What follows belongs to an exercise in optimizing a design on an open flow for small area, a short achievable clock period and few clock cycles; a production flow would make more cautious choices.
At most, simulation tests tie the RTL to the original design; equivalence was not proved.
The RTL of runs 1 and 2 was laid out without a check of its function.
Power and IR drop assume default switching activity.

`design/flow/config.mk`:
```
export PLATFORM = sky130hd
export DESIGN_NAME = iommu_ptw
export DESIGN_NICKNAME = iommu_ptw
export VERILOG_FILES = /design/flow/design.v
export SDC_FILE = /design/flow/constraint.sdc
export NUM_CORES = 4
export LEC_CHECK = 0
export CAP_MARGIN = 20
export CORE_MARGIN = 2
export CORE_UTILIZATION = 40
export SLEW_MARGIN = 20
```
`design/flow/design.v`:
```
module iommu_ptw (
    input  wire        clk,
    input  wire        rst,             
    input  wire        req_valid,
    output wire        req_ready,
    input  wire [63:0] req_iova,
    input  wire [63:0] req_gatp,
    input  wire [63:0] req_satp,
    input  wire        req_stage1,      
    input  wire [1:0]  req_access,      
    output wire        mem_req_valid,
    input  wire        mem_req_ready,
    output wire [63:0] mem_req_addr,
    output wire        mem_req_size,    
    input  wire        mem_rsp_valid,
    input  wire [63:0] mem_rsp_data,
    input  wire        mem_rsp_err,
    output reg         rsp_valid,
    output wire        rsp_fault,
    output wire [11:0] rsp_cause,
    output wire [63:0] rsp_phys,
    output wire [63:0] rsp_pa,
    output wire [63:0] rsp_mask,
    output wire [1:0]  rsp_perm         
);
    localparam [3:0] MODE_BARE = 4'd0;
    localparam [3:0] MODE_SV32 = 4'd1;
    localparam [3:0] MODE_SV39 = 4'd8;
    localparam [3:0] MODE_SV48 = 4'd9;
    localparam [3:0] MODE_SV57 = 4'd10;
    reg         rdy;         
    reg         rd;          
    reg         s2s;         
    reg         sp;          
    reg         mreq;        
    reg  [63:0] vn;          
    wire [63:0] va = ~vn;
    reg  [3:0]  gmode;
    reg  [43:0] gppn;
    reg  [1:0]  acc;
    reg         s1pass;      
    reg  [1:0]  perm1;       
    reg  [4:0]  lv;          
    reg         pte8;
    reg  [56:2] addr;
    reg         l_r, l_w;    
    reg         r_ok;        
    reg         r_bare;      
    reg         r_phn;       
    reg         r_fault;     
    reg  [1:0]  r_perm;
    reg         c8, c4, c3, c2, c1, c0;    
    assign req_ready     = rdy;
    assign mem_req_valid = mreq;
    assign mem_req_addr  = {7'd0, addr, 2'b00};
    assign mem_req_size  = pte8;
    assign rsp_fault     = r_fault;
    assign rsp_cause     = {3'd0, c8, 3'd0, c4, c3, c2, c1, c0};
    assign rsp_pa        = ~(vn | {64{r_fault}});
    assign rsp_phys      = ~(vn | {64{r_phn}});
    assign rsp_mask      = {{52{r_bare}}, {12{r_ok}}};
    assign rsp_perm      = r_perm;
    wire [3:0]  s_mode  = req_satp[63:60];
    wire        s_bare  = (s_mode == MODE_BARE);
    wire        s_32    = (s_mode == MODE_SV32);
    wire        s_39    = (s_mode == MODE_SV39);
    wire        s_48    = (s_mode == MODE_SV48);
    wire        s_57    = (s_mode == MODE_SV57);
    wire        s_ok    = s_32 | s_39 | s_48 | s_57;
    wire        s_wbad  = (|req_iova[63:57]) |
                          ((s_32 | s_39 | s_48) & (|req_iova[56:48])) |
                          ((s_32 | s_39) & (|req_iova[47:39])) |
                          (s_32 & (|req_iova[38:32]));
    reg  [11:2] s_idx;
    always @(*) begin
        s_idx = {req_iova[38:30], 1'b0};
        if (s_32) s_idx = req_iova[31:22];
        if (s_48) s_idx = {req_iova[47:39], 1'b0};
        if (s_57) s_idx = {req_iova[56:48], 1'b0};
    end
    wire [4:0]  s_lv    = {s_57, s_48, s_39, s_32, 1'b0};
    wire        g_bare  = (gmode == MODE_BARE);
    wire        g_32    = (gmode == MODE_SV32);
    wire        g_39    = (gmode == MODE_SV39);
    wire        g_48    = (gmode == MODE_SV48);
    wire        g_57    = (gmode == MODE_SV57);
    wire        g_ok    = g_32 | g_39 | g_48 | g_57;
    wire        g_wbad  = (|va[63:59]) |
                          ((g_32 | g_39 | g_48) & (|va[58:50])) |
                          ((g_32 | g_39) & (|va[49:41])) |
                          (g_32 & (|va[40:34]));
    reg  [13:2] g_off;       
    always @(*) begin
        g_off = {va[40:30], 1'b0};
        if (g_32) g_off = va[33:22];
        if (g_48) g_off = {va[49:39], 1'b0};
        if (g_57) g_off = {va[58:48], 1'b0};
    end
    wire [44:0] g_hi    = {1'b0, gppn} + {43'd0, g_off[13:12]};
    wire [4:0]  g_lv    = {g_57, g_48, g_39, g_32, 1'b0};
    wire [11:2] n_idx   = !pte8 ? va[21:12] :
                          {({9{lv[1]}} & va[20:12]) | ({9{lv[2]}} & va[29:21]) |
                           ({9{lv[3]}} & va[38:30]) | ({9{lv[4]}} & va[47:39]), 1'b0};
    wire         ge2     = lv[2] | lv[3] | lv[4];
    wire         ge3     = lv[3] | lv[4];
    wire [55:12] offm    = pte8 ? {8'd0, {9{lv[4]}}, {9{ge3}}, {9{ge2}}, {9{!lv[0]}}}
                                : {34'd0, {10{!lv[0]}}};
    wire [55:12] p_ppn   = pte8 ? mem_rsp_data[53:10] : {22'd0, mem_rsp_data[31:10]};
    wire         p_V     = mem_rsp_data[0];
    wire         p_R     = mem_rsp_data[1];
    wire         p_W     = mem_rsp_data[2];
    wire         p_X     = mem_rsp_data[3];
    wire         p_ptr   = !p_R && !p_W && !p_X;
    wire         p_live  = !mem_rsp_err && p_V;
    wire         p_next  = p_live && p_ptr && !lv[0];
    wire         p_leaf0 = p_live && !p_ptr && lv[0];      
    wire         p_sp    = p_live && !p_ptr && !lv[0];     
    wire         p_inv   = !p_V || p_ptr || (!p_R && p_W);  
    wire         p_fr    = acc[0] && !p_R;
    wire         p_fw    = acc[1] && !p_W;
    wire         p_ok    = p_leaf0 && !(!p_R && p_W) && !p_fr && !p_fw;
    wire         q_mis   = |(addr[55:12] & offm);
    wire         q_inv   = (!l_r && l_w) || q_mis;
    wire         q_fr    = acc[0] && !l_r;
    wire         q_fw    = acc[1] && !l_w;
    wire         q_ok    = !q_inv && !q_fr && !q_fw;
    wire         rsp_in  = rd && !mreq && mem_rsp_valid;
    wire         go2     = s1pass && !g_bare;    
    wire         e_acc   = req_stage1 && (s_bare || !s_ok || s_wbad);
    wire         e_s2s   = g_bare || !g_ok || g_wbad;
    wire         e_sp    = !(q_ok && go2);
    wire         e_rsp   = !p_next && !p_sp && !(p_ok && go2);
    reg          n_ok, n_bare, n_phn;
    reg  [1:0]   n_perm;
    reg  [5:0]   n_cause;                        
    always @(*) begin
        if (rdy) begin
            n_ok    = s_bare;
            n_bare  = s_bare;
            n_phn   = 1'b1;
            n_perm  = {2{s_bare}};
            n_cause = s_bare ? 6'd0 : !s_ok ? 6'b100011 : 6'b100000;    
        end else if (s2s) begin
            n_ok    = g_bare;
            n_bare  = g_bare;
            n_phn   = g_bare;
            n_perm  = g_bare ? perm1 : 2'b00;
            n_cause = g_bare ? 6'd0 : !g_ok ? 6'b100011 : 6'b100000;
        end else if (sp) begin
            n_ok    = q_ok;
            n_bare  = 1'b0;
            n_phn   = q_ok || s1pass;
            n_perm  = q_ok ? ({l_w, l_r} & perm1) : 2'b00;
            n_cause = q_inv ? 6'b101010 :                                
                      q_fr  ? (s1pass ? 6'b010101 : 6'b001101) :         
                      q_fw  ? (s1pass ? 6'b010111 : 6'b001111) :         
                      6'd0;
        end else begin
            n_ok    = p_ok;
            n_bare  = 1'b0;
            n_phn   = p_ok || s1pass;
            n_perm  = p_ok ? ({p_W, p_R} & perm1) : 2'b00;
            n_cause = mem_rsp_err ? 6'b101001 :                          
                      p_inv ? 6'b101010 :                                
                      p_fr  ? (s1pass ? 6'b010101 : 6'b001101) :
                      p_fw  ? (s1pass ? 6'b010111 : 6'b001111) :
                      6'd0;
        end
    end
    always @(posedge clk) begin
        r_ok    <= n_ok;
        r_fault <= !n_ok;
        r_bare  <= n_bare;
        r_phn   <= n_phn;
        r_perm  <= n_perm;
        {c8, c4, c3, c2, c1, c0} <= n_cause;
        l_r     <= p_R;
        l_w     <= p_W;
        if (rdy) begin
            vn    <= ~req_iova;
            gmode <= req_gatp[63:60];
            gppn  <= req_gatp[43:0];
            acc   <= req_access;
            perm1 <= 2'b11;
            addr  <= {1'b0, req_satp[43:0], s_idx};
            lv    <= s_lv;
            pte8  <= !s_32;
            s1pass <= req_stage1;
        end else if (s2s) begin
            addr  <= {g_hi, g_off[11:2]};
            lv    <= g_lv;
            pte8  <= !g_32;
        end else if (sp) begin
            if (q_ok) begin
                vn    <= ~{8'd0, addr[55:12] | (va[55:12] & offm), va[11:0]};
                perm1 <= {l_w, l_r} & perm1;
                if (go2)
                    s1pass <= 1'b0;
            end
        end else if (rd && !mreq) begin
            addr  <= {1'b0, p_ppn, n_idx};
            if (mem_rsp_valid) begin
                if (p_next)
                    lv <= {1'b0, lv[4:1]};
                if (p_ok || (s1pass && p_leaf0)) begin
                    vn    <= ~{8'd0, p_ppn, va[11:0]};
                    perm1 <= {p_W, p_R} & perm1;
                end
                if (p_ok && go2)
                    s1pass <= 1'b0;
            end
        end
        if (rst) begin
            rdy       <= 1'b1;
            rd        <= 1'b0;
            s2s       <= 1'b0;
            sp        <= 1'b0;
            mreq      <= 1'b0;
            rsp_valid <= 1'b0;
        end else begin
            rsp_valid <= 1'b0;
            if (mreq && mem_req_ready)
                mreq <= 1'b0;
            if (rdy && req_valid) begin
                rsp_valid <= e_acc;
                rdy  <= e_acc;
                s2s  <= !req_stage1;
                rd   <= !e_acc && req_stage1;
                mreq <= !e_acc && req_stage1;
            end
            if (s2s) begin
                s2s  <= 1'b0;
                rsp_valid <= e_s2s;
                rdy  <= e_s2s;
                rd   <= !e_s2s;
                mreq <= !e_s2s;
            end
            if (sp) begin
                sp   <= 1'b0;
                rsp_valid <= e_sp;
                rdy  <= e_sp;
                s2s  <= !e_sp;
            end
            if (rsp_in) begin
                rsp_valid <= e_rsp;
                rdy  <= e_rsp;
                mreq <= p_next;
                rd   <= p_next;
                sp   <= p_sp;
                s2s  <= !p_next && !p_sp && p_ok && go2;
            end
        end
    end
endmodule
```
`design/flow/flow/run.sh`:
```
#!/bin/bash
set -euo pipefail
bash standard.sh \
  "BUFFER_PORTS_ARGS=-buffer_cell sky130_fd_sc_hd__buf_1" \
  "SETUP_SLACK_MARGIN=6.5" \
  finish > flow_make.log 2>&1
```
`design/flow/constraint.sdc`:
```
create_clock -name core_clock -period 10.0 [get_ports {clk}]
set_input_delay 2.0000 -clock core_clock [delete_from_list [all_inputs] [get_ports {clk}]]
set_output_delay 2.0000 -clock core_clock [all_outputs]
set_load 0.01 [all_outputs]
```
`design/flow/standard.sh`:
```
#!/bin/bash
# synth_recipe.tcl (not shown) runs the flow's synth.tcl, then flattens the netlist and writes it again
# the make line also repeats each setting of config.mk as NAME=value (left out here)
make -C /OpenROAD-flow-scripts/flow DESIGN_CONFIG=/design/flow/config.mk WORK_HOME=/design/flow/orfs CLKGATE_MAP_FILE= SYNTH_SCRIPT=/design/flow/synth_recipe.tcl "${@:-finish}"
```
==> results of run 1 <==
## through the flow
stage / utilization [%] / setup slack [ns]
4_1_cts: 49.6 / 6.32
5_1_grt: 50.8 / 6.16
3_5_place_dp: 45.9 / 5.22
2_1_floorplan: - / 6.50
3_3_place_gp: 45.9 / 5.33
6_report: 50.8 / 6.25
## state kept, by name, indices dropped and copies added (netlist names), 2 cells and up
signal / count
vn: 64
addr: 55
gppn: 44
lv: 5
gmode: 4
acc: 2
perm1: 2
r_perm: 2
## metal layers
metal,up-vias,global-route usage (%)
met5,-,0
met4,0,13.5
met3,128,6.53
met2,897,52.0
met1,5848,43.4
li1,5550,-
## layout by cell type (no fill, tap or decap), types with 19 or more instances in the layout
| cell type | netlist | routed |
|---|---|---|
| nand3_1 | 32 | 31 |
| o21ai_0 | 99 | 93 |
| a211oi_1 | 32 | 32 |
| o22ai_1 | 19 | 19 |
| a21oi_1 | 66 | 64 |
| a22oi_1 | 31 | 31 |
| xor2_1 | 25 | 19 |
| nor2_1 | 274 | 252 |
| nand4_1 | 20 | 20 |
| mux2i_1 | 48 | 47 |
| dfxtp_1 | 24 | 20 |
| buf_1 | 8 | 464 |
| buf_4 | 86 | 48 |
| nand2_1 | 106 | 103 |
| edfxtp_1 | 174 | 174 |
## layout make-up
type	instances	area share, %
multi-input combinational	973	38.5
timing repair buffer	540	16.1
inverter	16	0.399
clock inverter	15	0.947
antenna	2	0.0332
tap	390	3.24
clock buffer	17	2.83
sequential	198	38.0
## kinds of logic (layout without fill, tap and decap cells)
group                    count (synthesis)  count (layout)  share of synthesized area (%)
multiplexers                            48              48                           3.98
AO/OA/AOI/OAI                          304             308                           15.6
other                                    1              17                         0.0311
adder cells (fa/ha/maj)                  3               3                          0.373
buffers and inverters                  184             588                           8.49
AND/OR/NAND/NOR                        558             559                           21.3
XOR/XNOR                                40              40                           2.90
flip-flops                             198             198                           47.3
## worst paths after layout
kind	endpoint	start	cells past startpoint	slack [ns]
worst max-delay path	addr[38]$_DFFE_PP_	gmode[2]$_DFFE_PP_	15	6.25
worst min-delay path	perm1[0]$_SDFFE_PP1P_	perm1[0]$_SDFFE_PP1P_	2	0.49
worst max register to register	addr[38]$_DFFE_PP_	gmode[2]$_DFFE_PP_	15	6.25
worst min register to register	perm1[0]$_SDFFE_PP1P_	perm1[0]$_SDFFE_PP1P_	2	0.49
## critical path, delay by kind of cell, from the launching register on
kind	cells	cell delay (ns)
flip-flops	1	0.43
AND/OR/NAND/NOR	7	1.42
adder cells (fa/ha/maj)	2	0.49
XOR/XNOR	1	0.28
AO/OA/AOI/OAI	2	0.31
buffers and inverters	3	0.55
## power by group through the flow
| stage | Sequential, mW | Clock (mW) | Combinational (mW) |
|---|---|---|---|
| 2_1_floorplan | 1.20 | 0 | 0.340 |
| 3_3_place_gp | 1.27 | 0 | 0.569 |
| 6_report | 1.26 | 0.686 | 0.667 |
| 3_5_place_dp | 1.27 | 0 | 0.574 |
| 4_1_cts | 1.26 | 0.692 | 0.618 |
| 5_1_grt | 1.27 | 0.723 | 0.716 |
## repair_timing
action | 4_1_cts | 5_1_grt
resized for setup | 70 | 38
cloned | 4 | 2
hold endpoints to repair | 0 | 0
setup buffers | 23 | 23
pin swaps | 13 | 7
setup endpoints to repair | 259 | 156
==> notes.md, run 1 <==
CP peak stage delay=0.43 ns; metal3 WL=6030 µm; Worst setup SP type=flop; power share of the sequential group=about half; Mapped Cells=1336; Design Area, Final=0.0151 mm²; most common cell in the netlist=nor2_1; clock skew=around 0.015 ns; wl on met1=21000 µm; status=finished clean; number of routed nets with antenna violations=0; Cell Int Power=roughly 1.6 mW; placed cells=2064; post-synth top area cell=edfxtp_1; first-pass GRT wire length=74000 µm; Total Die Area=0.0316 mm²; Hold Worst Slack=approximately 0.5 ns; Sw Pwr=~980 µW; drt total wl=about 54000 µm; met2 wire length=about 24000 µm; Top-Level Pins=between 500 and 600; RePlAce Congestion=just under 1; TritonCTS clock tree=built; Fill cells=a little under 3000; drt wl/cell=24.9 µm; final hold violation count=0; Die H=~180 µm; global route overflow=0; Critical Path, Cell by Cell=buf_4 -> or3b_4 -> nor2_4 -> buf_4 -> nor2_1 -> a21oi_2 -> ha_2 -> fa_2 -> and3_4 -> nand4_1 -> nor3_2 -> buf_6 -> nand4_1 -> xor2_2 -> o21ai_1; Slew @ Worst Pin=1.26 ns; fraction of layout instances using a drive strength above 1=approximately 11%; post-synthesis sequential area ratio=about 47%; Post-Layout Cell Count=approximately 2200; Residual DRC=0; HP Class=flop to flop; FP Rows=between 60 and 70; Cell Area, Synth=between 0.01 and 0.015 mm²; Setup Viol. Count Final=0; leakage=about 5.5 nW; initial drt markers=roughly 1400; PD cells=174 mW/mm²; Post-DP HPWL=39300 µm; slew margin rel.=15.8%; share of the synthesized area in the top cell type=43.3%; H-tree levels=4; largest net degree at the start of global routing=214; via count=about 12000; Num Clock Sinks=approximately 200; Initial Util=around 41%; synthesized area per cell=9.03 µm²; Final period util=between 30% and 40%; worst-skew pair later-pin latency=between 0.4 and 0.5 ns; Yosys warning total=1; port bufs=~480; DR pass1 iterations=6; Final min period=3.75 ns; area of the multi-input gates=slightly below 0.006 mm²; sw frac=a little under two fifths; Total Power=approximately 2.6 mW; flops & latches, synth=198; DR top layer=met4; WS Path Type=flop to flop; library cells used by synthesis=roughly 70; clock root buffer=clkbuf_16; Slowest cell on crit path=edfxtp_1; Core ar.=0.0296 mm²; CTS max path bufs=2; die width=178 µm; CTS buffer count=17; worst path required time=10.20 ns; Worst-path clk slew=~0.08 ns; vias per cell=between 5 and 6; Peak VDD IR=0.119 mV; initial antenna violation count=2; Synth top cells by count=nor2_1, edfxtp_1, nand2_1; area grow syn2layout=24.9%; ys async rst share=0%; Post-CTS Hold Buffers=0; top_reg_cell synth=edfxtp_1; fmax=approximately 0.27 GHz; Max-Cap Viols=0; most area-consuming cells after synthesis=edfxtp_1, nor2_1, buf_4; Setup crit end kind=flop; Clock Power Share=between 20% and 30%; Comb pwr share=between 20% and 30%; vias in the first global route=~11000; Reg area=roughly 0.0057 mm²; final net count=approximately 2000; GRT Util Overall=about 33%; EDFF count, synth=174; dpl cell area=0.0136 mm²; Fin Setup TNS=0 ns; CP Max Fanout=13; Slew Limit Fails=0; unrepaired setup endpoints after global routing=true; Worst Path Arrival=3.94 ns
==> run 2, diff against run 1 <==
==> design/flow/flow/run.sh (replaced) <==
#!/bin/bash
set -euo pipefail
bash standard.sh \
  "BUFFER_PORTS_ARGS=-buffer_cell sky130_fd_sc_hd__buf_1" \
  "SETUP_SLACK_MARGIN=6.0" \
  finish > flow_make.log 2>&1
==> run 2 against run 1 <==
Net effect: critical path type is now input pin to flop; highest routed layer unchanged; cell count decreased by 2.1%; utilization decreased by 2.6 points; area after synthesis unchanged; non-clock buffer count decreased by 38; clock-buffer cell count unchanged; total power decreased by 2.1%; worst setup slack got worse by 0.15 ns.
==> notes.md, run 2 <==
status=finished clean; Residual DRC=0; DR pass1 iterations=6; Worst setup SP type=input pin; flop2flop setup slack=between 6 and 7 ns; Setup crit end kind=flop; initial antenna violation count=1; Max-Cap Viols=0; Initial Util=a little over 40%; slew margin rel.=34.7%; Final min period=between 3 and 4 ns; port bufs=476; HP Class=flop to flop; initial drt markers=around 1300; synthesized area per cell=around 9.0 µm²; FP Rows=63; Biggest register=vn; largest net degree at the start of global routing=91; Reg area=roughly 0.0057 mm²; drt total wl=roughly 51000 µm; area grow syn2layout=18.5%; Worst-path clk slew=roughly 0.070 ns; Synth top cells by count=nor2_1, edfxtp_1, nand2_1; Regs by FF count=vn x64, addr x55, gppn x44; Peak VDD IR=about 0.12 mV; Worst Hold Depth=2; Num Clock Sinks=a little under 200; via count=around 12000; CTS buffer count=17; Worst Hold End=perm1[1]$_SDFFE_PP1P_; area of the multi-input gates=approximately 0.0054 mm²; RePlAce Congestion=0.970; Top-Level Pins=between 500 and 600; vias per cell=about 5.7; DR top layer=met4; metal3 WL=between 5000 and 6000 µm; dpl cell area=between 0.01 and 0.015 mm²; cells on worst reg2reg path=13; CP Max Fanout=3; post-synthesis sequential area ratio=a little under half; Post-Layout Cell Count=approximately 2100; die width=178 µm; ant diodes=0; Slew Limit Fails=0; Cell Area, Synth=about 0.012 mm²; Fill cells=2978; final net count=1971; placed cells=between 2000 and 2500; most frequent cells in the layout=buf_1, nor2_1, edfxtp_1, nand2_1, o21ai_0; top_reg_cell synth=edfxtp_1; Final period util=about two fifths; TritonCTS clock tree=built; most area-consuming cells after synthesis=edfxtp_1, nor2_1, buf_4; met2 wire length=about 24000 µm; vias in the first global route=roughly 11000; worst-skew pair later-pin latency=about 0.46 ns; Yosys warning total=1; Worst Path Arrival=4.22 ns; leakage=5.11 nW; most common cell in the netlist=nor2_1; Mapped Cells=between 1000 and 1500; clock skew=between 0.01 and 0.015 ns; Worst R2R Start=gmode[2]$_DFFE_PP_; global route overflow=0; Final WS setup=a little over 6 ns; Setup Viol. Count Final=0; flops & latches, synth=198; Core ar.=0.0296 mm²; Fin Setup TNS=0 ns; WS Path Type=input pin to flop; clock root buffer=clkbuf_16; unrepaired setup endpoints after global routing=true; worst slack, placed=just over 5 ns; Slew @ Worst Pin=about 0.98 ns; H-tree levels=4; Post-DP HPWL=approximately 39000 µm; EDFF count, synth=~170; wl on met1=19600 µm; first-pass GRT wire length=around 70000 µm; Total Power=2.56 mW; Design Area, Final=between 0.01 and 0.015 mm²; max FFs per register=64; final hold violation count=0; drt wl/cell=~24 µm; fmax=between 0.2 and 0.3 GHz; Hold Startpoint=perm1[1]$_SDFFE_PP1P_; worst path required time=10.32 ns; CTS max path bufs=2; r2r endpoint=addr[36]$_DFFE_PP_; post-synth top area cell=edfxtp_1; GRT Util Overall=31.0%; Total Die Area=roughly 0.032 mm²; commonest non-fill, non-tap cell in the layout=buf_1; Die H=about 180 µm; share of the synthesized area in the top cell type=approximately 43%; Post-CTS Hold Buffers=0; ys async rst share=0%; PD cells=about 180 mW/mm²; fraction of layout instances using a drive strength above 1=between 5 and 6%; number of routed nets with antenna violations=0; library cells used by synthesis=68
## run 2: critical path: stages
cell      delay (ns)
buf_1           0.11
nor4_1          0.67
nand2_1         0.19
a221oi_1        0.54
a21boi_0        0.18
nor4_1          0.39
o21ai_0         0.14
## run 2: layer usage
layer | global-route usage [%] | vias up
li1 | - | 5441
met1 | 40.4 | 5619
met2 | 50.3 | 780
met3 | 7.41 | 98
met4 | 10.7 | 0
met5 | 0 | -
## run 2: worst max path at each step
stage / end / cells past startpoint / slack, ns / startpoint
global placement: addr[32]$_DFFE_PP_ / 14 / 5.29 / gmode[1]$_DFFE_PP_
finish: rdy$_SDFFE_PP1P_ / 7 / 6.10 / req_iova[35]
detailed placement: addr[32]$_DFFE_PP_ / 13 / 5.15 / gmode[1]$_DFFE_PP_
CTS: addr[36]$_DFFE_PP_ / 15 / 6.00 / gmode[1]$_DFFE_PP_
global route: addr[36]$_DFFE_PP_ / 16 / 5.99 / gmode[1]$_DFFE_PP_
floorplan: vn[12]$_DFFE_PP_ / 6 / 6.25 / mem_rsp_err
## run 2: repair_timing
item                                    CTS  global route
gates cloned                              0             0
resized for setup                         3             5
endpoints found under the setup margin   49            59
pin swaps                                 1             0
setup buffers                             3             3
## run 2: power breakdown
part | internal [mW] | switching [mW] | total (mW) | leakage, nW
combinational | 0.193 | 0.388 | 0.581 | 2.84
clock | 0.356 | 0.362 | 0.718 | 0.278
sequential | 1.07 | 0.193 | 1.26 | 1.99
## run 2: layout make-up
type	count	share of cell area [%]
sequential	198	40.0
multi-input combinational	968	38.1
timing repair buffer	502	14.0
tap	390	3.41
clock buffer	17	2.98
clock inverter	15	1.17
inverter	16	0.420
## run 2: cells by family (layout without fill, tap and decap cells)
logic type / after synthesis / in the layout / synth area share, %
buf+inv: 184 / 550 / 8.49
fa+ha+maj: 3 / 3 / 0.373
compound gates: 304 / 304 / 15.6
other cells: 1 / 15 / 0.0311
flops: 198 / 198 / 47.3
mux: 48 / 48 / 3.98
simple gates: 558 / 558 / 21.3
xor+xnor: 40 / 40 / 2.90
## run 2: through the flow
step / hold WS [ns] / utilization, %
3_5_place_dp: 0.483 / 46.0
2_1_floorplan: 0.462 / -
5_1_grt: 0.530 / 48.2
3_3_place_gp: 0.467 / 46.0
4_1_cts: 0.492 / 48.1
6_report: 0.493 / 48.2
==> run 3, diff against run 2 <==
--- a/design/flow/design.v
+++ b/design/flow/design.v
@@ -36,5 +36,5 @@
     reg  [63:0] vn;          
     wire [63:0] va = ~vn;
-    reg  [3:0]  gmode;
+    reg         g_bare, g_32, g_39, g_48, g_57;    
     reg  [43:0] gppn;
     reg  [1:0]  acc;
@@ -80,9 +80,4 @@
     end
     wire [4:0]  s_lv    = {s_57, s_48, s_39, s_32, 1'b0};
-    wire        g_bare  = (gmode == MODE_BARE);
-    wire        g_32    = (gmode == MODE_SV32);
-    wire        g_39    = (gmode == MODE_SV39);
-    wire        g_48    = (gmode == MODE_SV48);
-    wire        g_57    = (gmode == MODE_SV57);
     wire        g_ok    = g_32 | g_39 | g_48 | g_57;
     wire        g_wbad  = (|va[63:59]) |
@@ -90,12 +85,9 @@
                           ((g_32 | g_39) & (|va[49:41])) |
                           (g_32 & (|va[40:34]));
-    reg  [13:2] g_off;       
-    always @(*) begin
-        g_off = {va[40:30], 1'b0};
-        if (g_32) g_off = va[33:22];
-        if (g_48) g_off = {va[49:39], 1'b0};
-        if (g_57) g_off = {va[58:48], 1'b0};
-    end
-    wire [44:0] g_hi    = {1'b0, gppn} + {43'd0, g_off[13:12]};
+    wire [13:2] g_off   = ({12{g_32}} & va[33:22]) | ({12{g_39}} & {va[40:30], 1'b0}) |
+                          ({12{g_48}} & {va[49:39], 1'b0}) | ({12{g_57}} & {va[58:48], 1'b0});
+    wire [2:0]  g_lo    = {1'b0, gppn[1:0]} + {1'b0, g_off[13:12]};
+    wire [42:0] g_inc   = {1'b0, gppn[43:2]} + 43'd1;
+    wire [44:0] g_hi    = {g_lo[2] ? g_inc : {1'b0, gppn[43:2]}, g_lo[1:0]};
     wire [4:0]  g_lv    = {g_57, g_48, g_39, g_32, 1'b0};
     wire [11:2] n_idx   = !pte8 ? va[21:12] :
@@ -179,5 +171,9 @@
         if (rdy) begin
             vn    <= ~req_iova;
-            gmode <= req_gatp[63:60];
+            g_bare <= (req_gatp[63:60] == MODE_BARE);
+            g_32   <= (req_gatp[63:60] == MODE_SV32);
+            g_39   <= (req_gatp[63:60] == MODE_SV39);
+            g_48   <= (req_gatp[63:60] == MODE_SV48);
+            g_57   <= (req_gatp[63:60] == MODE_SV57);
             gppn  <= req_gatp[43:0];
             acc   <= req_access;
==> design/flow/flow/run.sh (replaced) <==
#!/bin/bash
set -euo pipefail
bash standard.sh \
  "BUFFER_PORTS_ARGS=-buffer_cell sky130_fd_sc_hd__buf_1" \
  "SETUP_SLACK_MARGIN=6.6" \
  finish > flow_make.log 2>&1
==> run 3 against run 2 <==
Net effect: still clean; combinational power increased by about 10%; final area is 4.2% higher; first-iteration DRC count shrank 1.7%; total power up 5.8%; clock skew up 0.0029 ns; global-route usage fell by 0.34 points; sequential power is essentially flat; critical path depth up 1; largest cell class unchanged; largest power group unchanged.
==> notes.md, run 3 <==
status=finished clean; DR pass1 iterations=5; synthesized area per cell=between 9 and 10 µm²; Sw Pwr=934 µW; first-pass GRT wire length=around 70000 µm; Worst Path Arrival=about 3.6 ns; CTS max path bufs=2; final hold violation count=0; top_reg_cell synth=edfxtp_1; post-synth top area cell=edfxtp_1; Post-CTS Hold Buffers=0; most area-consuming cells after synthesis=edfxtp_1, nor2_1, buf_4; Residual DRC=0; Yosys warning total=1; Post-DP HPWL=about 36000 µm; CP Max Fanout=6; power share of the sequential group=a little under half; Finished Core Util=about half; CTS buffer count=17; fraction of layout instances using a drive strength above 1=about a tenth; Worst-path clk slew=roughly 0.070 ns; PD cells=approximately 180 mW/mm²; share of the synthesized area in the top cell type=44.0%; area grow syn2layout=24.9%; Regs by FF count=vn x64, addr x55, gppn x44; library cells used by synthesis=74; ys async rst share=0%; Top-Level Pins=540; via count=roughly 12000; Total Die Area=roughly 0.031 mm²; Setup crit end kind=flop; worst path required time=10.17 ns; Num Clock Sinks=between 150 and 200; Clock Power Share=30.2%; leakage=roughly 5.3 nW; Worst setup SP type=input pin; Mapped Cells=between 1000 and 1500; initial antenna violation count=3; EDFF count, synth=~180; Peak VDD IR=about 0.10 mV; Initial Util=about two fifths; Fin Setup TNS=0 ns; vias in the first global route=around 11000; Setup Viol. Count Final=0; port bufs=roughly 480; number of routed nets with antenna violations=0; max FFs per register=64; clock root buffer=clkbuf_16; Comb pwr share=23.6%; WS Path Type=input pin to flop; Cell Area, Synth=between 0.01 and 0.015 mm²; cells on worst reg2reg path=7; clock skew=0.0178 ns; Die H=~180 µm; Synth top cells by count=nor2_1, edfxtp_1, nand2_1; vias per cell=roughly 5.6; global route overflow=0; most frequent cells in the layout=buf_1, nor2_1, edfxtp_1, nand2_1, o21ai_0; Worst Hold Depth=2; RePlAce Congestion=0.933; TritonCTS clock tree=built; slew margin rel.=between 30% and 40%; Biggest register=vn; most common cell in the netlist=nor2_1; flops & latches, synth=slightly below 200; drt wl/cell=23.4 µm; Slew Limit Fails=0; Max-Cap Viols=0; die width=about 180 µm; Slew @ Worst Pin=0.984 ns; H-tree levels=4; worst-skew pair later-pin latency=approximately 0.46 ns; unrepaired setup endpoints after global routing=true; HP Class=flop to flop; post-synthesis sequential area ratio=roughly 48%; Final min period=3.40 ns; initial drt markers=between 1000 and 1500; sw frac=34.5%; final net count=between 1500 and 2000; largest net degree at the start of global routing=111; drt total wl=approximately 50000 µm; Final period util=34.0%; GRT Util Overall=a little under a third; fmax=slightly below 0.3 GHz; commonest non-fill, non-tap cell in the layout=buf_1; FP Rows=63; Core ar.=about 0.029 mm²; Cell Int Power=1.78 mW
==> run 3: cell types whose count changed after synthesis, moves of 9 or more <==
cell      change
clkbuf_1     -12
mux2i_1      -25
a22oi_1      -14
and2_1       -12
xor2_1       -14
o221ai_1     +17
inv_1        +23
a221oi_1     +10
o22ai_1       +9
o21ai_0      -10
nor2b_1       -9
xnor2_1      +14
==> run 3: timing repair <==
action / in CTS / in global routing
pin swaps: 6 / 7
cloned: 5 / 2
setup endpoints to repair: 175 / 126
buffers inserted: 22 / 18
gates resized for setup: 32 / 32
==> run 3: layout make-up <==
| type | count | area (µm²) |
|---|---|---|
| repair buffers | 531 | 2360 |
| clock buffers | 18 | 429 |
| multi-input cells | 931 | 5440 |
| fillers | 2882 | 14600 |
| flip-flops and latches | 199 | 5750 |
| well taps | 390 | 488 |
| diodes | 3 | 7.51 |
| clock inverters | 14 | 262 |
| inverters | 40 | 158 |
==> run 3: path summary, 6_finish.rpt <==
kind	from	end	slack (ns)
worst max-delay path	req_satp[61]	addr[7]$_DFFE_PP_	6.60
worst min register to register	addr[56]$_SDFFE_PP0P_	addr[56]$_SDFFE_PP0P_	0.49
worst min-delay path	addr[56]$_SDFFE_PP0P_	addr[56]$_SDFFE_PP0P_	0.49
worst max register to register	pte8$_DFFE_PP_	vn[22]$_DFFE_PP_	6.74
==> run 3: cells by family after synthesis <==
family	Yosys count	synth area share, %
flip-flops	199	48.1
buffers and inverters	201	9.08
AO/OA/AOI/OAI	320	17.7
adder cells (fa/ha/maj)	3	0.378
other	1	0.0314
multiplexers	23	1.93
AND/OR/NAND/NOR	526	19.9
XOR/XNOR	40	2.94
==> run 3: through the flow <==
step,instances,instance area (µm²),total power [mW],hold slack (ns),setup WS (ns)
3_5_place_dp,2044,13500,1.84,0.485,5.75
2_1_floorplan,1327,12100,1.55,0.473,6.43
6_report,2126,14900,2.71,0.488,6.60
3_3_place_gp,2044,13500,1.84,0.477,5.78
4_1_cts,2103,14600,2.68,0.492,6.58
5_1_grt,2124,14900,2.81,0.542,6.54
==> run 3: routing by layer <==
metal / track usage [%] / vias to the layer above / wire length [µm]
met1: 38.4 / 5649 / 19200
met3: 6.89 / 102 / 4830
met2: 51.5 / 756 / 23900
met4: 11.9 / 2 / 1810
li1: - / 5486 / -
met5: 0 / - / 13
==> run 3: power groups by stage <==
stage | Clock (mW) | Combinational [mW] | Sequential (mW)
2_1_floorplan | 0 | 0.342 | 1.21
3_3_place_gp | 0 | 0.553 | 1.28
3_5_place_dp | 0 | 0.559 | 1.28
4_1_cts | 0.824 | 0.604 | 1.25
5_1_grt | 0.855 | 0.698 | 1.26
6_report | 0.819 | 0.640 | 1.25
==> run 3: critical path: stages <==
cell and delay [ns]:
buf_2 0.14, nand2b_4 0.17, nor3_4 0.31, clkbuf_16 0.25
mux2i_2 0.30, a211oi_1 0.12, a21oi_1 0.13, o221ai_1 0.14
Testbench counts of run 3, summed over its fixed seeds: cycles 47,891.
==> run 4, diff against run 3 <==
==> design/flow/flow/run.sh (replaced) <==
#!/bin/bash
set -euo pipefail
bash standard.sh \
  "BUFFER_PORTS_ARGS=-buffer_cell sky130_fd_sc_hd__buf_1" \
  "SETUP_SLACK_MARGIN=6.5" \
  finish > flow_make.log 2>&1
==> run 4 against run 3 <==
Net effect: still clean; clock skew is 0.0063 ns higher; area after synthesis stayed put; clock power is 13% lower; sequential power hardly changed; cell count is 1.3% lower; first-iteration DRC count is 4.9% lower; sequential share of layout area is 1.3 points higher; utilization is 1.7 points lower; flip-flop and latch count stayed put; register-to-register slack worse by 0.05 ns; critical path type is now flop to primary output; critical endpoint is now rsp_phys[60]; largest power group unchanged.
==> notes.md, run 4 <==
vias per cell=5.62; fraction of layout instances using a drive strength above 1=between 6 and 7%; r2r endpoint=vn[50]$_DFFE_PP_; clock root buffer=clkbuf_16; CP peak stage delay=between 0.3 and 0.4 ns; Slew Limit Fails=0; final net count=~2000; Fin Setup TNS=0 ns; WS Path Type=flop to primary output; most common cell in the netlist=nor2_1; post-synth top area cell=edfxtp_1; Final min period=roughly 3.5 ns; Worst R2R Start=pte8$_DFFE_PP_; PD cells=around 180 mW/mm²; Cell Area, Synth=around 0.012 mm²; Hold Startpoint=addr[56]$_SDFFE_PP0P_; Post-DP HPWL=around 36000 µm; synthesized area per cell=~9.1 µm²; slew margin rel.=28.5%; Reg area=roughly 0.0057 mm²; max FFs per register=64; RePlAce Congestion=~0.93; Synth top cells by count=nor2_1, edfxtp_1, nand2_1; Yosys warning total=1; library cells used by synthesis=74; Die H=approximately 180 µm; Residual DRC=0; CP Max Fanout=64; most frequent cells in the layout=buf_1, nor2_1, edfxtp_1, nand2_1, o21ai_0; status=finished clean; Worst setup SP type=flop; initial antenna violation count=2; Max-Cap Viols=0; Final period util=between 30% and 40%; most area-consuming cells after synthesis=edfxtp_1, nor2_1, buf_4; FP Rows=63; Core ar.=0.0295 mm²; Mapped Cells=between 1000 and 1500; clock skew=~0.024 ns; Worst Hold End=addr[56]$_SDFFE_PP0P_; leakage=5.08 nW; Biggest register=vn; CTS max path bufs=2; Regs by FF count=vn x64, addr x55, gppn x44; share of the synthesized area in the top cell type=44.0%; CTS buffer count=17; global route overflow=0; GRT Util Overall=between 30% and 40%; worst path required time=8.00 ns; H-tree levels=4; cells on worst reg2reg path=7; Initial Util=a little over 40%; area of the multi-input gates=0.00533 mm²; post-synthesis sequential area ratio=48.1%; worst-skew pair later-pin latency=approximately 0.46 ns; drt wl/cell=roughly 23 µm; HP Class=flop to flop; top_reg_cell synth=edfxtp_1; first-pass GRT wire length=between 60000 and 70000 µm; flops & latches, synth=between 150 and 200; Num Clock Sinks=approximately 200; worst slack, placed=approximately 5.7 ns; largest net degree at the start of global routing=approximately 160; WP depth=3; delay-heaviest family, CP=buffers and inverters; Fill cells=a little under 3000; Post-CTS Hold Buffers=0; commonest non-fill, non-tap cell in the layout=buf_1; die width=177 µm; placed cells=between 2000 and 2500; Worst-path clk slew=0.08 ns; vias in the first global route=roughly 11000; unrepaired setup endpoints after global routing=true; Worst Path Arrival=roughly 1.5 ns; DR pass1 iterations=6; via count=11783; flop2flop setup slack=around 6.7 ns; Post-Layout Cell Count=2098; Peak VDD IR=0.108 mV; EDFF count, synth=175; Total Die Area=around 0.031 mm²; port bufs=about 480; Top-Level Pins=540; Slew @ Worst Pin=around 1.1 ns; Setup crit end kind=primary output; area grow syn2layout=20.7%; drt total wl=~48000 µm; TritonCTS clock tree=built; Slowest cell on crit path=dfxtp_2; Critical Path, Cell by Cell=buf_12 -> nor2_1 -> buf_1; ys async rst share=0%; Final WS setup=between 6 and 7 ns; fmax=slightly below 0.3 GHz; final hold violation count=0; number of routed nets with antenna violations=0; initial drt markers=1175; Worst Hold Depth=2; Buf/Inv on CP=2; Setup Viol. Count Final=0
==> run 4: cell counts after synthesis <==
No cell type changed its count.
==> run 4: how the worst max path moves through the flow <==
stage | from | endpoint | slack [ns]
3_3_place_gp | mem_rsp_data[2] | vn[50]$_DFFE_PP_ | 5.72
2_1_floorplan | mem_rsp_valid | vn[12]$_DFFE_PP_ | 6.43
5_1_grt | req_satp[61] | addr[7]$_DFFE_PP_ | 6.47
4_1_cts | rdy$_SDFFE_PP1P_ | req_ready | 6.51
6_report | r_phn$_SDFF_PP1_ | rsp_phys[60] | 6.55
3_5_place_dp | mem_rsp_data[2] | vn[51]$_DFFE_PP_ | 5.71
==> run 4: repair_timing <==
item	CTS	global route
pin swaps	4	2
endpoints found under the hold margin	0	0
buffers inserted	10	4
gates cloned	3	0
setup endpoints to repair	181	57
gates resized for setup	16	8
==> run 4: cell type report <==
| cell class | instances | share of cell area [%] |
|---|---|---|
| sequential | 199 | 39.9 |
| multi-input combinational | 930 | 37.0 |
| timing repair buffer | 504 | 14.4 |
| tap | 390 | 3.39 |
| clock buffer | 18 | 3.05 |
| clock inverter | 14 | 1.17 |
| inverter | 40 | 1.09 |
| antenna | 3 | 0.0521 |
==> run 4: kinds of logic (layout without fill, tap and decap cells) <==
family | count (synthesis) | count (layout) | synth area share (%)
flops | 199 | 199 | 48.1
other cells | 1 | 18 | 0.0314
buf+inv | 201 | 576 | 9.08
compound gates | 320 | 323 | 17.7
mux | 23 | 23 | 1.93
fa+ha+maj | 3 | 3 | 0.378
simple gates | 526 | 526 | 19.9
xor+xnor | 40 | 40 | 2.94
==> run 4: through the flow <==
| stage | hold slack [ns] | power [mW] | utilization (%) | area, µm² |
|---|---|---|---|---|
| floorplan | 0.473 | 1.55 | - | 12000 |
| global placement | 0.479 | 1.84 | 45.8 | 13500 |
| detailed placement | 0.473 | 1.84 | 45.8 | 13500 |
| CTS | 0.497 | 2.56 | 48.5 | 14300 |
| global route | 0.537 | 2.68 | 48.8 | 14400 |
| finish | 0.503 | 2.57 | 48.8 | 14400 |
==> run 4: metal layers <==
layer / GRT usage [%] / vias to the layer above / part of all wire, %
li1: - / 5430 / -
met1: 38.4 / 5535 / 39
met2: 51.3 / 730 / 49
met3: 5.82 / 86 / 8.8
met4: 9.09 / 2 / 3.1
met5: 0 / - / 0.027
==> run 4: worst reg2reg max path: cells and delay by family (launching register included) <==
family | cells | cell delay, ns
compound gates | 4 | 1.27
simple gates | 2 | 0.75
flops | 1 | 0.63
buf+inv | 1 | 0.33
==> run 4: power by group <==
part | internal [mW] | total [mW] | switching (mW) | leakage, nW
combinational | 0.200 | 0.593 | 0.393 | 2.77
clock | 0.345 | 0.712 | 0.368 | 0.296
sequential | 1.08 | 1.26 | 0.186 | 2.02
total | 1.62 | 2.57 | 0.946 | 5.08
==> run 5, diff against run 4 <==
==> design/flow/run.sh (new file) <==
#!/bin/bash
# synth_recipe.tcl (not shown) runs the flow's synth.tcl, then flattens the netlist and writes it again
# the make line also repeats each setting of config.mk as NAME=value (left out here)
make -C /OpenROAD-flow-scripts/flow DESIGN_CONFIG=/design/flow/config.mk WORK_HOME=/design/flow/orfs CLKGATE_MAP_FILE= SYNTH_SCRIPT=/design/flow/synth_recipe.tcl finish
--- a/design/flow/config.mk
+++ b/design/flow/config.mk
@@ -9,3 +9,4 @@
 export CORE_MARGIN = 2
 export CORE_UTILIZATION = 40
+export SETUP_SLACK_MARGIN = 5
 export SLEW_MARGIN = 20
removed: design/flow/flow/run.sh
removed: design/flow/standard.sh
==> run 5 against run 4 <==
Net effect: still clean on timing, DRC and antenna; worst setup slack worse by 1.0 ns; sequential share of layout area down 6.2 points; flip-flop and latch count stayed put; routed wire length is 3.0% higher; first-iteration DRC count up 1.7%; fmax fell by 23%; global-route usage grew 0.80 points; highest routed layer unchanged.
==> notes.md, run 5 <==
status=finished clean; leakage=6.11 nW; Top-Level Pins=540; top_reg_cell synth=edfxtp_1; fmax=approximately 0.22 GHz; CP Max Fanout=52; drt total wl=~50000 µm; Peak VDD IR=just under 0.09 mV; first-pass GRT wire length=between 70000 and 80000 µm; Post-CTS Hold Buffers=0; clock root buffer=clkbuf_16; CTS max path bufs=2; Worst-path clk slew=0.09 ns; Initial Util=40.5%; Finished Core Util=approximately 58%; Fill cells=~2600; Clock Power Share=about a quarter; worst path required time=~10 ns; commonest non-fill, non-tap cell in the layout=clkdlybuf4s50_1; Total Die Area=approximately 0.031 mm²; most common cell in the netlist=nor2_1; Final WS setup=around 5.5 ns; GRT Util Overall=between 30 and 40%; Total Power=around 2.7 mW; Slew Limit Fails=0; Cell Int Power=approximately 1.8 mW; synthesized area per cell=slightly above 9 µm²; Biggest register=vn; Mapped Cells=roughly 1300; unrepaired setup endpoints after global routing=false; Slowest cell on crit path=a2111oi_1; max FFs per register=64; most area-consuming cells after synthesis=edfxtp_1, nor2_1, buf_4; Die H=about 180 µm; # Post-CTS Setup Buffers=0; multiplexer area fraction after synthesis=1.93%; via count=approximately 12000; drt wl/cell=23.9 µm; clock skew=around 0.017 ns; Post-DP HPWL=38500 µm; Critical Path, Cell by Cell=clkdlybuf4s50_1 -> or3_1 -> nand2_1 -> a2111oi_1 -> o31a_2 -> buf_4; Yosys warning total=1; dpl cell area=between 0.015 and 0.02 mm²; fraction of layout instances using a drive strength above 1=4.50%; Buf/Inv on CP=2; EDFF count, synth=about 180; vias per cell=~5.6; most frequent cells in the layout=clkdlybuf4s50_1, nor2_1, edfxtp_1, nand2_1, o21ai_0; number of routed nets with antenna violations=0; worst-skew pair later-pin latency=roughly 0.45 ns; Post-Layout Cell Count=2084; placed cells=between 2000 and 2500; post-synth top area cell=edfxtp_1; Final period util=between 40 and 50%; Slew @ Worst Pin=1.08 ns; largest family of logic cells by synthesized area=simple AND/OR/NAND/NOR gates; Synth top cells by count=nor2_1, edfxtp_1, nand2_1; Post-Synth Simple-Gate Area=19.9%; global route overflow=0; final hold violation count=0; Max-Cap Viols=0; Num Clock Sinks=around 200; RePlAce Congestion=around 0.94; library cells used by synthesis=74; initial drt markers=about 1200; CTS buffer count=17; HP Class=flop to flop; Regs by FF count=vn x64, addr x55, gppn x44; H-tree levels=4; power share of the sequential group=a little under half; die width=around 180 µm; largest net degree at the start of global routing=around 100; XOR/XNOR Fraction of Synth Area=around 3%; Design Area, Final=between 0.015 and 0.02 mm²; post-synthesis sequential area ratio=48.1%; worst slack, placed=around 5 ns; TritonCTS clock tree=built; Hold Worst Slack=~0.5 ns; Setup Viol. Count Final=0; CP peak stage delay=0.72 ns; port bufs=between 400 and 500; initial antenna violation count=7; slew margin rel.=between 20% and 30%; delay-heaviest family, CP=buffers and inverters; FP Rows=63; PD cells=around 160 mW/mm²; Post-CTS Resized=0; DR pass1 iterations=5; flops & latches, synth=approximately 200; Compound-Gate Fraction of Synth Area=approximately 18%; Worst setup SP type=input pin; Worst Path Arrival=4.55 ns; sw frac=around a third; share of the synthesized area in the top cell type=between 40% and 50%; Fin Setup TNS=0 ns; Synth Area in Adders=less than 1%; Residual DRC=0; area grow syn2layout=42.7%; Setup crit end kind=flop; Cell Area, Synth=0.0119 mm²; Final min period=about 4.5 ns; final net count=around 2000; Comb pwr share=27.1%; vias in the first global route=around 11000; ys async rst share=0%; Sw Pwr=roughly 940 µW; Core ar.=~0.029 mm²; WS Path Type=input pin to flop
## run 5: cell counts after synthesis
No cell type changed its count.
## run 5: path summary, 6_finish.rpt
path / startpoint / to / slack [ns] / depth (start not counted)
hold reg to reg: addr[56]$_SDFFE_PP0P_ / addr[56]$_SDFFE_PP0P_ / 0.50 / 2
setup / recovery: mem_rsp_data[2] / vn[48]$_DFFE_PP_ / 5.53 / 6
hold / removal: addr[56]$_SDFFE_PP0P_ / addr[56]$_SDFFE_PP0P_ / 0.50 / 2
setup reg to reg: g_48$_DFFE_PP_ / addr[46]$_DFFE_PP_ / 6.15 / 9
## run 5: kinds of logic (layout without fill, tap and decap cells)
group	count (synthesis)	count (layout)
muxes	23	23
AOI/OAI and AO/OA	320	320
and+or+nand+nor	526	526
adders and majority gates	3	3
other	1	20
buffers and inverters	201	563
xor gates and xnor gates	40	40
DFF	199	199
## run 5: final cells by class
class                           count  area, µm²  area share, %
Antenna cell                        5       12.5         0.0735
Clock buffer                       18        429           2.52
Clock inverter                     14        136          0.801
Inverter                           40        150          0.882
Multi-Input combinational cell    927       5190           30.5
Sequential cell                   199       5740           33.7
Tap cell                          390        488           2.87
Timing Repair Buffer              491       4880           28.6
## run 5: worst min-delay path, delay by kind of cell, from the launching register on
kind / cells / cell delay (ns)
buffers and inverters: 1 / 0.05
flip-flops: 1 / 0.33
AO/OA/AOI/OAI: 1 / 0.07
## run 5: power by group through the flow
stage	registers, mW	clock network (mW)	logic (mW)
after floorplan	1.22	0	0.339
after global placement	1.28	0	0.722
after detailed placement	1.28	0	0.724
after CTS	1.26	0.705	0.726
after global routing	1.28	0.730	0.784
final	1.27	0.698	0.729
## run 5: layer usage
metal	wire [µm]	part of all wire (%)	global-route usage, %	vias to the layer above
met4	1660	3.3	11.4	4
met3	4790	9.6	7.60	94
met2	23900	48	51.1	649
li1	-	-	-	5391
met5	28	0.056	0	-
met1	19400	39	39.0	5562
==> run 6, diff against run 5 <==
--- a/design/flow/design.v
+++ b/design/flow/design.v
@@ -72,11 +72,8 @@
                           ((s_32 | s_39) & (|req_iova[47:39])) |
                           (s_32 & (|req_iova[38:32]));
-    reg  [11:2] s_idx;
-    always @(*) begin
-        s_idx = {req_iova[38:30], 1'b0};
-        if (s_32) s_idx = req_iova[31:22];
-        if (s_48) s_idx = {req_iova[47:39], 1'b0};
-        if (s_57) s_idx = {req_iova[56:48], 1'b0};
-    end
+    wire [11:2] s_idx   = !s_mode[3] ? req_iova[31:22] :
+                          s_mode[1]  ? {req_iova[56:48], 1'b0} :
+                          s_mode[0]  ? {req_iova[47:39], 1'b0} :
+                                       {req_iova[38:30], 1'b0};
     wire [4:0]  s_lv    = {s_57, s_48, s_39, s_32, 1'b0};
     wire        g_ok    = g_32 | g_39 | g_48 | g_57;
==> design/flow/flow/run.sh (new file) <==
#!/bin/bash
set -euo pipefail
bash standard.sh \
  "BUFFER_PORTS_ARGS=-buffer_cell sky130_fd_sc_hd__buf_1" \
  "SETUP_SLACK_MARGIN=6.5" \
  finish > flow_make.log 2>&1
==> design/flow/standard.sh (new file) <==
#!/bin/bash
# synth_recipe.tcl (not shown) runs the flow's synth.tcl, then flattens the netlist and writes it again
# the make line also repeats each setting of config.mk as NAME=value (left out here)
make -C /OpenROAD-flow-scripts/flow DESIGN_CONFIG=/design/flow/config.mk WORK_HOME=/design/flow/orfs CLKGATE_MAP_FILE= SYNTH_SCRIPT=/design/flow/synth_recipe.tcl "${@:-finish}"
--- a/design/flow/config.mk
+++ b/design/flow/config.mk
@@ -9,4 +9,4 @@
 export CORE_MARGIN = 2
 export CORE_UTILIZATION = 40
-export SETUP_SLACK_MARGIN = 5
+export CTS_BUF_LIST = sky130_fd_sc_hd__clkbuf_8
 export SLEW_MARGIN = 20
removed: design/flow/run.sh
==> run 6 against run 5 <==
Net effect: flip-flop and latch count is the same; utilization shrank 10 points; register-to-register slack gained 0.60 ns; largest power group unchanged; first-iteration DRC count shrank 3.5%; die area grew 0.29%; clock-buffer cell count is the same; global-route usage shrank 0.70 points; fmax grew 28%; clock power shrank 23%; sequential power grew 5%; sequential share of layout area grew 7.0 points.
==> notes.md, run 6 <==
status=finished clean; largest net degree at the start of global routing=91; Cell Area, Synth=roughly 0.012 mm²; HP Class=flop to flop; Regs by FF count=vn x64, addr x55, gppn x44; Synth top cells by count=nor2_1, edfxtp_1, o21ai_0; port bufs=roughly 480; Mapped Cells=roughly 1300; initial antenna violation count=5; PD cells=approximately 190 mW/mm²; Fill cells=approximately 3000; max FFs per register=between 60 and 70; CTS buffer count=17; Finished Core Util=a little under half; most area-consuming cells after synthesis=edfxtp_1, nor2_1, buf_4; number of routed nets with antenna violations=0; final net count=approximately 1900; RePlAce Congestion=0.929; Biggest register=vn; global route overflow=0; flops & latches, synth=~200; Setup Viol. Count Final=0; Num Clock Sinks=about 200; Worst Path Arrival=about 3.8 ns; worst path required time=approximately 10 ns; via count=11682; Residual DRC=0; r2r endpoint=addr[34]$_DFFE_PP_; post-synthesis sequential area ratio=between 40% and 50%; most frequent cells in the layout=buf_1, nor2_1, edfxtp_1, nand2_1, o21ai_0; initial drt markers=~1200; flop2flop setup slack=6.75 ns; FP Rows=63; most common cell in the netlist=nor2_1; Core ar.=0.0296 mm²; library cells used by synthesis=69; EDFF count, synth=between 150 and 200; drt total wl=between 40000 and 50000 µm; clock skew=around 0.021 ns; CTS max path bufs=2; area grow syn2layout=17.9%; Initial Util=between 40% and 50%; vias in the first global route=between 10000 and 15000; cells on worst reg2reg path=11; commonest non-fill, non-tap cell in the layout=buf_1; Max-Cap Viols=0; H-tree levels=4; Fin Setup TNS=0 ns; leakage=around 5 nW; DR pass1 iterations=5; Post-DP HPWL=about 38000 µm; Top-Level Pins=540; Setup crit end kind=flop; Final period util=a little over a third; slew margin rel.=about 40%; vias per cell=5.60; Post-CTS Hold Buffers=0; Slew @ Worst Pin=roughly 0.89 ns; GRT Util Overall=30.1%; drt wl/cell=~23 µm; die width=about 180 µm; Slew Limit Fails=0; Yosys warning total=1; Worst setup SP type=input pin; Die H=177 µm; Critical Path Sink=rdy$_SDFFE_PP1P_; worst-skew pair later-pin latency=0.50 ns; critical path launch point=req_iova[34]; first-pass GRT wire length=68600 µm; Final min period=3.48 ns; final hold violation count=0; Total Die Area=0.0313 mm²; fraction of layout instances using a drive strength above 1=6.79%; Worst R2R Start=g_48$_DFFE_PP_; share of the synthesized area in the top cell type=between 40% and 50%; unrepaired setup endpoints after global routing=true; post-synth top area cell=edfxtp_1; WS Path Type=input pin to flop; Peak VDD IR=~0.085 mV; clock root buffer=clkbuf_8; ys async rst share=0%; top_reg_cell synth=edfxtp_1; synthesized area per cell=between 9 and 10 µm²; TritonCTS clock tree=built; CP Max Fanout=3; Worst-path clk slew=about 0.11 ns; fmax=roughly 0.29 GHz
## run 6: cell count changes in the layout (fill, tap and decap cells not counted), moves of 9 or more
cell	previous run	this run
clkbuf_16	17	0
inv_1	34	47
o2111ai_1	1	10
a22oi_1	17	26
mux2_2	0	19
o21ai_0	88	99
o22ai_1	28	11
nor2_1	275	261
clkbuf_8	0	18
a221o_1	8	17
buf_1	0	471
buf_4	15	26
a211oi_1	36	27
clkdlybuf4s50_1	476	0
## run 6: worst max-delay path: stages
cell and delay [ns]:
buf_1 0.14, or4_1 0.56, o41ai_2 0.28, and4_1 0.29
a31oi_1 0.10, a211oi_1 0.29, o311ai_0 0.18
## run 6: worst min-delay path by stage
stage                                      from               endpoint  slack [ns]  cells past startpoint
after floorplan           perm1[0]$_SDFFE_PP1P_  perm1[0]$_SDFFE_PP1P_        0.43                      2
after global placement    perm1[1]$_SDFFE_PP1P_  perm1[1]$_SDFFE_PP1P_        0.44                      2
after detailed placement  perm1[1]$_SDFFE_PP1P_  perm1[1]$_SDFFE_PP1P_        0.45                      2
after CTS                 perm1[1]$_SDFFE_PP1P_  perm1[1]$_SDFFE_PP1P_        0.47                      2
after global routing      perm1[1]$_SDFFE_PP1P_  perm1[1]$_SDFFE_PP1P_        0.48                      2
final                     perm1[1]$_SDFFE_PP1P_  perm1[1]$_SDFFE_PP1P_        0.47                      2
## run 6: metrics by stage
step           std cells  setup WS (ns)  power, mW  hold WS (ns)  cell area, µm²
5_1_grt             2084           6.46       2.74         0.475           14100
4_1_cts             2072           6.52       2.60         0.468           14000
6_report            2086           6.52       2.62         0.472           14100
3_5_place_dp        2034           5.35       2.06         0.452           13500
3_3_place_gp        2034           5.37       2.06         0.444           13500
2_1_floorplan       1320           5.75       1.71         0.429           12000
## run 6: cell families (layout without fill, tap and decap cells)
group / after synthesis / count (layout) / synth area share [%]
buf+inv: 215 / 588 / 9.50
xor+xnor: 40 / 40 / 2.93
compound gates: 311 / 311 / 17.0
simple gates: 498 / 498 / 18.7
fa+ha+maj: 3 / 3 / 0.376
mux: 39 / 39 / 3.46
other cells: 1 / 18 / 0.0313
flops: 199 / 199 / 47.9
## run 6: per-layer routing
| layer | wire [µm] | up-vias | track usage (%) | share of wire, % |
|---|---|---|---|---|
| met5 | 31 | - | 0 | 0.064 |
| met4 | 1510 | 4 | 9.99 | 3.1 |
| met3 | 4180 | 85 | 5.54 | 8.6 |
| li1 | - | 5375 | - | - |
| met2 | 23000 | 695 | 49.4 | 47 |
| met1 | 19800 | 5523 | 40.1 | 41 |
## run 6: final cells by class
type	count	area [µm²]	area share, %
repair buffers	508	2080	14.7
well taps	390	488	3.46
multi-input cells	906	5210	37.0
clock inverters	14	145	1.03
diodes	3	7.51	0.0532
clock buffers	18	248	1.76
flip-flops and latches	199	5750	40.7
inverters	48	180	1.28
## run 6: what timing repair did
item / in CTS / in global routing
pin swaps: 2 / 2
setup buffers: 6 / 11
setup endpoints to repair: 201 / 115
resized for setup: 14 / 17
## run 6: where the power goes
part	internal, mW	switching [mW]	leakage [nW]	total (mW)
clock network	0.211	0.323	0.198	0.534
logic	0.248	0.506	2.78	0.754
registers	1.12	0.209	2.01	1.33
Testbench counts of run 6, summed over its fixed seeds: cycles 47,891.
==> run 7, diff against run 6 <==
--- a/design/flow/config.mk
+++ b/design/flow/config.mk
@@ -9,4 +9,3 @@
 export CORE_MARGIN = 2
 export CORE_UTILIZATION = 40
-export CTS_BUF_LIST = sky130_fd_sc_hd__clkbuf_8
 export SLEW_MARGIN = 20
==> run 7 against run 6 <==
Net effect: combinational power shrank 2%; synthesized cell count is the same; sequential power about the same; global-route usage is essentially flat; clock power up 31%; clock skew fell by 0.0084 ns; clock-buffer cell count is 1 higher; sequential share of layout area shrank 0.43 points; critical path depth unchanged; largest cell class unchanged; largest power group unchanged.
==> notes.md, run 7 <==
FP Rows=63; largest net degree at the start of global routing=between 90 and 100; share of the synthesized area in the top cell type=a little over two fifths; Top-Level Pins=540; initial antenna violation count=7; flops & latches, synth=~200; Design Area, Final=~0.014 mm²; Worst setup SP type=input pin; Total Die Area=0.0313 mm²; final hold violation count=0; Die H=approximately 180 µm; worst path required time=a little over 10 ns; Setup crit end kind=flop; first-pass GRT wire length=68600 µm; Cell Int Power=1.72 mW; area grow syn2layout=19.2%; via count=roughly 12000; largest family of logic cells by synthesized area=simple AND/OR/NAND/NOR gates; unrepaired setup endpoints after global routing=true; Clock Power Share=~25%; Synth Area in Adders=0.376%; RePlAce Congestion=a little over 0.9; synthesized area per cell=around 9.2 µm²; Regs by FF count=vn x64, addr x55, gppn x44; Peak VDD IR=0.105 mV; CP Max Fanout=3; Worst-path clk slew=0.07 ns; drt wl/cell=around 23 µm; most common cell in the netlist=nor2_1; Synth top cells by count=nor2_1, edfxtp_1, o21ai_0; Cell Area, Synth=between 0.01 and 0.015 mm²; Yosys warning total=1; grt met1 use=roughly 40%; port bufs=roughly 480; Residual DRC=0; worst-skew pair later-pin latency=between 0.4 and 0.5 ns; sw frac=a little under two fifths; Comb pwr share=around a quarter; GRT met2 Usage=between 40% and 50%; ys async rst share=0%; Biggest register=vn; initial drt markers=1203; Mapped Cells=~1300; Hold Worst Slack=about 0.47 ns; drt total wl=48500 µm; EDFF count, synth=around 180; Worst Path Arrival=3.85 ns; Post-DP HPWL=37500 µm; CTS buffer count=17; Sw Pwr=1.06 mW; post-synthesis sequential area ratio=a little under half; top_reg_cell synth=edfxtp_1; Compound-Gate Fraction of Synth Area=between 15 and 20%; H-tree levels=4; Post-Synth Simple-Gate Area=18.7%; Final period util=between 30% and 40%; library cells used by synthesis=between 60 and 70; XOR/XNOR Fraction of Synth Area=under 10%; die width=about 180 µm; HP Class=flop to flop; slew margin rel.=~30%; global routing's busiest layer=met2; post-synth top area cell=edfxtp_1; Final min period=around 3.5 ns; Num Clock Sinks=199; fraction of layout instances using a drive strength above 1=under 10%; Setup Viol. Count Final=0; number of routed nets with antenna violations=0; status=finished clean; dpl cell area=0.0135 mm²; most area-consuming cells after synthesis=edfxtp_1, nor2_1, buf_4; fmax=between 0.2 and 0.3 GHz; TritonCTS clock tree=built; max FFs per register=64; CTS max path bufs=2; Total Power=roughly 2.8 mW; Slew @ Worst Pin=~1.1 ns; global route overflow=0; Post-CTS Hold Buffers=0; clock root buffer=clkbuf_16; PD cells=~190 mW/mm²; WS Path Type=input pin to flop; Slew Limit Fails=0; Fin Setup TNS=0 ns; power share of the sequential group=48.1%; DR pass1 iterations=6; GRT Util Overall=~30%; Initial Util=roughly 40%; GR Util met3=about 5.6%; Max-Cap Viols=0; leakage=5.04 nW; commonest non-fill, non-tap cell in the layout=buf_1; final net count=between 1500 and 2000; vias per cell=5.62; multiplexer area fraction after synthesis=~3.5%; vias in the first global route=approximately 11000; most frequent cells in the layout=buf_1, nor2_1, edfxtp_1, nand2_1, o21ai_0; Core ar.=0.0296 mm²; clock skew=between 0.01 and 0.015 ns
## run 7: cell counts after synthesis
Identical to the previous run, type by type.
## run 7: kinds of logic after synthesis
| group | Yosys count |
|---|---|
| simple gates | 498 |
| compound gates | 311 |
| buf+inv | 215 |
| flops | 199 |
| xor+xnor | 40 |
| mux | 39 |
| fa+ha+maj | 3 |
| other cells | 1 |
## run 7: path summary, 6_finish.rpt
kind | end | slack [ns] | from | cells after the start
max | mreq$_SDFFE_PP0P_ | 6.52 | req_iova[34] | 7
min | perm1[1]$_SDFFE_PP1P_ | 0.47 | perm1[1]$_SDFFE_PP1P_ | 2
max reg2reg | addr[34]$_DFFE_PP_ | 6.70 | g_48$_DFFE_PP_ | 11
min reg2reg | perm1[1]$_SDFFE_PP1P_ | 0.47 | perm1[1]$_SDFFE_PP1P_ | 2
## run 7: power by group through the flow
| stage | clock network, mW | logic (mW) | registers [mW] |
|---|---|---|---|
| final | 0.701 | 0.738 | 1.33 |
| after global routing | 0.743 | 0.804 | 1.35 |
| after global placement | 0 | 0.707 | 1.35 |
| after CTS | 0.710 | 0.728 | 1.33 |
| after floorplan | 0 | 0.434 | 1.28 |
| after detailed placement | 0 | 0.713 | 1.35 |
## run 7: worst max-delay path, stage by stage
cell	delay, ns
buf_1	0.14
or4_4	0.56
o41ai_4	0.32
and4_1	0.27
nand4b_1	0.18
o22a_1	0.20
a21oi_1	0.16
## run 7: routing by layer
layer	vias to the layer above	part of all wire, %
met2	680	48
met5	-	0.060
met4	4	2.9
met3	82	8.5
li1	5352	-
met1	5571	41
## run 7: cell type report
type                            instances  area [µm²]
Multi-Input combinational cell        906        5230
Clock buffer                           19         443
Timing Repair Buffer                  500        2020
Tap cell                              390         488
Inverter                               48         180
Antenna cell                            5        12.5
Sequential cell                       199        5750
Clock inverter                         13         141
Fill cell                            2979       15300
## run 7: through the flow
| stage | std cells | setup WS [ns] | utilization [%] |
|---|---|---|---|
| after global placement | 2034 | 5.37 | 45.7 |
| after floorplan | 1320 | 5.75 | - |
| after detailed placement | 2034 | 5.35 | 45.7 |
| final | 2080 | 6.52 | 48.2 |
| after global routing | 2078 | 6.45 | 48.2 |
| after CTS | 2072 | 6.44 | 48.0 |
## run 7: repair_timing
action	in CTS	in global routing
setup buffers	6	3
pin swaps	2	6
endpoints found under the hold margin	0	0
setup endpoints to repair	199	80
cloned	0	0
resized for setup	12	19

[separate check: timing with driven ports]
The results above use ideal ports. As a check the final layouts listed here were re-extracted and re-timed, cells and wires unchanged.
Step 1 sets driving cells, clkbuf_16 on the clock port and buf_2 on the other inputs (assumed; they add their load-dependent delay and slew).
Step 2 also shifts input and output timing later by t, the mid clock arrival at the registers, as if the neighbouring blocks saw the same clock.
Three values: ideal, step 1, step 2; two values: the first two.
| run | t (ns) | setup WS [ns] | worst hold slack (ns) | latest minus earliest clock arrival (ns) | worst register clock-pin slew, ns |
|---|---|---|---|---|---|
| run 1 | 0.499 | 6.253 / 6.253 / 6.058 | 0.494 / 0.494 / 0.494 | 0.016 / 0.015 | 0.09 / 0.09 |
| run 2 | 0.502 | 6.100 / 6.066 / 5.596 | 0.493 / 0.493 / 0.493 | 0.015 / 0.015 | 0.09 / 0.09 |
| run 3 | 0.506 | 6.603 / 6.557 / 6.068 | 0.488 / 0.488 / 0.488 | 0.017 / 0.018 | 0.08 / 0.08 |
| run 4 | 0.500 | 6.548 / 6.494 / 6.077 | 0.503 / 0.503 / 0.503 | 0.025 / 0.024 | 0.09 / 0.09 |
| run 5 | 0.500 | 5.531 / 5.561 / 5.061 | 0.499 / 0.499 / 0.499 | 0.017 / 0.018 | 0.09 / 0.09 |
| run 6 | 0.536 | 6.522 / 6.510 / 6.007 | 0.472 / 0.472 / 0.472 | 0.021 / 0.021 | 0.12 / 0.12 |
| run 7 | 0.492 | 6.518 / 6.525 / 6.052 | 0.468 / 0.468 / 0.468 | 0.013 / 0.013 | 0.08 / 0.08 |
After both steps every run listed still meets setup and hold. For run 3, which loses most, drivers alone change the setup slack by -0.046 ns; drivers and shift together by -0.535 ns.
